This design comes from an exercise in tuning for small area, a short achievable clock period and few clock cycles per item on the open sky130 flow, not from production work. The RTL was checked by simulation tests, not by an equivalence proof against the original design. No activity file was given, so power comes from the tool's default toggle rates.

// dwibus_codec
module dwibus_codec (
    input  wire         clk,
    input  wire         rst,         
    input  wire         start,       
    input  wire         op,          
    input  wire [7:0]   self_addr,   
    input  wire [479:0] frame_in,
    output wire         ready,
    output reg          done,        
    output wire [7:0]   status,
    output wire [7:0]   crc,
    output wire [479:0] frame_out
);
    wire [479:0] fi = frame_in;
    reg         busy;
    reg [439:0] img;       
    reg [7:0]   pc_q;      
    reg [7:0]   ps_q;      
    reg [7:0]   pc2_q;     
    reg [7:0]   ps2_q;     
    reg         chk_q;     
    reg [3:0]   pre_q;     
    reg [7:0]   crc_q;
    reg [7:0]   syn_q;     
    wire [15:0] part_in;   
    wire [15:0] part2_in;  
    wire [15:0] crc_syn;   
    assign ready = ~busy;
    wire m0;
    dw_xor2 u_m0 (.a(fi[7]), .b(fi[12]), .y(m0));
    wire m1;
    dw_xor2 u_m1 (.a(fi[14]), .b(fi[15]), .y(m1));
    wire m2;
    dw_xor2 u_m2 (.a(m0), .b(fi[9]), .y(m2));
    wire m3;
    dw_xor2 u_m3 (.a(fi[6]), .b(fi[11]), .y(m3));
    wire m4;
    dw_xor2 u_m4 (.a(fi[5]), .b(fi[10]), .y(m4));
    wire m5;
    dw_xor2 u_m5 (.a(m4), .b(fi[13]), .y(m5));
    wire m6;
    dw_xor2 u_m6 (.a(fi[0]), .b(fi[1]), .y(m6));
    wire m7;
    dw_xor2 u_m7 (.a(fi[2]), .b(fi[11]), .y(m7));
    wire m8;
    dw_xor2 u_m8 (.a(fi[3]), .b(fi[8]), .y(m8));
    wire m9;
  ...
Size: about 1400 cells after synthesis, ~490 flip-flops, roughly 0.022 sq mm of cells after synthesis.
Settings: LEC_CHECK=0, CAP_MARGIN=20, CORE_AREA=10 10 290 290, CTS_BUF_LIST=sky130_fd_sc_hd__clkbuf_4 sky130_fd_sc_hd__clkbuf_8, DIE_AREA=0 0 300 300, PLACE_DENSITY=0.6, SETUP_SLACK_MARGIN=2.7, SLEW_MARGIN=20, SYNTH_HIERARCHICAL=1, SYNTH_MINIMUM_KEEP_SIZE=0; clock period 5.0 ns.
standard.sh (not shown) runs the stock make flow with config.mk's settings and CLKGATE_MAP_FILE= SYNTH_SCRIPT=/design/flow/synth_recipe.tcl, a recipe that flattens the netlist after the stock synthesis.
==> flow/flow/run.sh <==
#!/bin/bash
# Own layout flow: the standard flow, with each port buffered by the
# smallest buffer (buf_1) instead of the one buffer_ports picks by default.
set -euo pipefail
bash standard.sh "BUFFER_PORTS_ARGS=-buffer_cell sky130_fd_sc_hd__buf_1" finish > standard_flow.log 2>&1
Testbench counts at the start, summed over its fixed seeds: cycles 3,840, frames 1,920.
Then changed:
Settings changed: SETUP_SLACK_MARGIN 2.7 to 2.1.
Outcome: Wire length fell by 5.5%. Clock-buffer cell count rose by 19. Setup slack got worse by 0.0075 ns. Synthesized area stays the same. Final area fell by 15%. Die area is unchanged. Clock skew fell by 0.0036 ns. Hold slack got worse by 0.012 ns. Total power fell by 14%.
Then changed:
Settings changed: CORE_AREA 10 10 290 290 to 8 8 274 274, DIE_AREA 0 0 300 300 to 0 0 282 282, SETUP_SLACK_MARGIN 2.1 to 2.3.
What happened: Cell count fell by 2.3%; core utilization grows by 4.3 points; setup slack is better by 0.14 ns; sequential share of layout area fell by 0.40 points; die area goes down by 12%; routed wire length rose by 1.1%.
Then changed:
Settings changed: CORE_AREA 8 8 274 274 to 10 10 290 290, DIE_AREA 0 0 282 282 to 0 0 300 300, SETUP_SLACK_MARGIN 2.3 to 2.4.
After rerunning: Worst setup slack degrades by 0.11 ns; global-route usage went down by 2.6 points; core utilization falls by 3.3 points; non-clock buffer count rose by 4; clock skew falls by 0.0035 ns; register-to-register slack gets better by 0.06 ns; routed wire length fell by about 1.4%; critical path depth does not change; design area goes up by about 2%; area after synthesis does not change; die area grows by 13%.

========
Setup of alpha:
Another version of the RTL of dwibus_codec (not shown whole).
Size: roughly 480 flip-flops, ~990 I/O pins, about 0.021 sq mm of cells after synthesis.
// dwibus_codec
module dwibus_codec (
    input  wire         clk,
    input  wire         rst,         
    input  wire         start,       
    input  wire         op,          
    input  wire [7:0]   self_addr,   
    input  wire [479:0] frame_in,
    output wire         ready,
    output reg          done,        
    output wire [7:0]   status,
    output wire [7:0]   crc,
    output wire [479:0] frame_out
);
Settings: LEC_CHECK=0, CAP_MARGIN=20, CORE_AREA=10 10 290 290, CTS_BUF_LIST=sky130_fd_sc_hd__clkbuf_4 sky130_fd_sc_hd__clkbuf_8, DIE_AREA=0 0 300 300, PLACE_DENSITY=0.6, SETUP_SLACK_MARGIN=2.2, SLEW_MARGIN=20, SYNTH_HIERARCHICAL=1, SYNTH_MINIMUM_KEEP_SIZE=0; clock period 5.0 ns.
Scripts as last shown in full above: flow/flow/run.sh
Testbench counts of alpha, summed over its fixed seeds: cycles 3,840, frames 1,920.
The inputs of beta differ from those of alpha as listed below.
-- flow/config.mk --
<<< alpha, line 11
export DIE_AREA = 0 0 300 300
export PLACE_DENSITY = 0.6
export SETUP_SLACK_MARGIN = 2.2
export SLEW_MARGIN = 20
>>> beta, line 11
export DIE_AREA = 0 0 300 300
export PLACE_DENSITY = 0.7
export SETUP_SLACK_MARGIN = 2.1
export SLEW_MARGIN = 20
Notes after the runs:
alpha -> beta: post-detailed-placement cell area flat. beta: number of buffers added for setup after CTS is 12 lower than what alpha reported. Going from alpha to beta, quantity of I/O buffers inserted on ports was more or less identical; global-route usage was more or less identical; wire length of the first global-routing pass went up by about 0.7%. beta: flow completed, timing, DRC and antenna clean. On maximum number of pins on one net before global-route repair, the higher figure sits with beta, not alpha. Any difference in final HPWL from detailed placement between alpha and beta is small enough to ignore. beta ended up with a lower hold slack than alpha did.
Modified inputs, gamma compared to beta
-- flow/config.mk --
<<< beta, line 11
export DIE_AREA = 0 0 300 300
export PLACE_DENSITY = 0.7
export SETUP_SLACK_MARGIN = 2.1
export SLEW_MARGIN = 20
>>> gamma, line 11
export DIE_AREA = 0 0 300 300
export PLACE_DENSITY = 0.6
export SETUP_SLACK_MARGIN = 2.0
export SLEW_MARGIN = 20
Between gamma and beta, setup slack is higher for beta, gamma comes in under that.
Of gamma and beta, the higher minimum clock period after layout belongs to gamma.
The final routed wire length divided by cell count of gamma is lower than that of beta.
Compared with beta, gamma shows a lower global-route track usage on met1.
Number of flip-flops and latches: gamma vs beta identical
NOTE power density of the placed cells beta->gamma decreased slightly
Compared with beta, gamma shows number of setup buffers added after CTS lower by 3.
Min wire length reported by the detailed router across gamma and beta: gamma
gamma vs beta: clock insertion delay at the later pin of the skew report up
#### Input delta (delta over gamma)
-- flow/config.mk --
<<< gamma, line 12
export PLACE_DENSITY = 0.6
export SETUP_SLACK_MARGIN = 2.0
export SLEW_MARGIN = 20
>>> delta, line 12
export PLACE_DENSITY = 0.6
export SETUP_SLACK_MARGIN = 2.1
export SLEW_MARGIN = 20
## What came out
delta finished all stages; the layout is clean. delta against gamma: total power has increased; met2 wire length went up. From gamma to delta the numbers moved as follows: count of buffers not belonging to the clock network in the layout has increased, first-iteration DRC count has decreased. Comparing delta and gamma, the higher worst setup slack after layout was measured on delta. As far as met1 capacity usage during global routing is concerned, gamma and delta perform about the same. The flop-to-flop setup slack of delta exceeds that of gamma by 0.07 ns. Routing usage on met2 of delta is on par with gamma. Compared gamma against delta; routed wire length within noise. The cell count on gamma is in line with that on delta. The number of instances resized during post-cts repair of delta is higher than that of gamma.
## Diff of input files: epsilon against delta
-- flow/config.mk --
<<< delta, line 7
export LEC_CHECK = 0
export CAP_MARGIN = 20
export CORE_AREA = 10 10 290 290
>>> epsilon, line 7
export LEC_CHECK = 0
export CAP_MARGIN = 5
export CORE_AREA = 10 10 290 290
<<< delta, line 13
export SETUP_SLACK_MARGIN = 2.1
export SLEW_MARGIN = 20
export SYNTH_HIERARCHICAL = 1
>>> epsilon, line 13
export SETUP_SLACK_MARGIN = 2.1
export SLEW_MARGIN = 5
export SYNTH_HIERARCHICAL = 1
==> run notes <==
Diff delta -> epsilon: portion of total power attributed to the clock network was more or less identical, well tap count essentially unchanged.
In terms of multi-input gate count, epsilon and delta differ only marginally.
The growth of design area from synthesis to finish was comparable across epsilon and delta.
Simple-gate share of the synthesized area of epsilon is on par with delta.
Diode insertion count for antenna repair came out exactly the same in epsilon and delta.
Re post-synthesis instance area: no difference whatsoever between epsilon and delta.
| total of buffers placed on input and output ports | delta vs epsilon | ≈ equal |
delta -> epsilon: worst hold slack delta 0, exact match

==> afterwards: timing with drivers on the ports <==
How much do the figures lean on ideal ports? The routed layouts below were timed once more, with nothing changed but the port constraints.
Step 1, drivers: a clkbuf_16 drives clk and a buf_2 each remaining input, both assumed.
Step 2 moves the port delays by t, midway between the first and last clock arrival at a register: inputs arrive t later, outputs are due t later. That takes back most of the time a late clock gives input paths.
Slacks: no drivers / after step 1 / after step 2; pairs: no drivers / after step 1.
run	t, ns	slack for setup (ns)	worst setup path after step 2	clock arrival spread, ns	pins driven straight from the clock port
the first run of note 1	0.726	2.235 / 2.177 / 2.020	input to register	0.061 / 0.061	1
the second run of note 1	0.733	2.227 / 2.228 / 1.526	input to register	0.056 / 0.056	1
the third run of note 1	0.709	2.365 / 2.312 / 1.628	input to register	0.046 / 0.046	1
the fourth run of note 1	0.720	2.252 / 2.195 / 1.760	input to register	0.043 / 0.043	1
alpha	0.726	2.289 / 2.231 / 1.766	input to register	0.053 / 0.053	1
beta	0.709	2.237 / 2.199 / 1.629	input to register	0.045 / 0.046	1
gamma	0.732	2.155 / 2.155 / 1.608	input to register	0.085 / 0.085	1
delta	0.730	2.228 / 2.211 / 1.610	input to register	0.084 / 0.084	1
epsilon	0.730	2.228 / 2.211 / 1.610	input to register	0.084 / 0.084	1
After both steps every run listed still meets setup and hold. For the third run of note 1, which loses most, drivers alone change the setup slack by -0.053 ns; drivers and shift together by -0.737 ns.
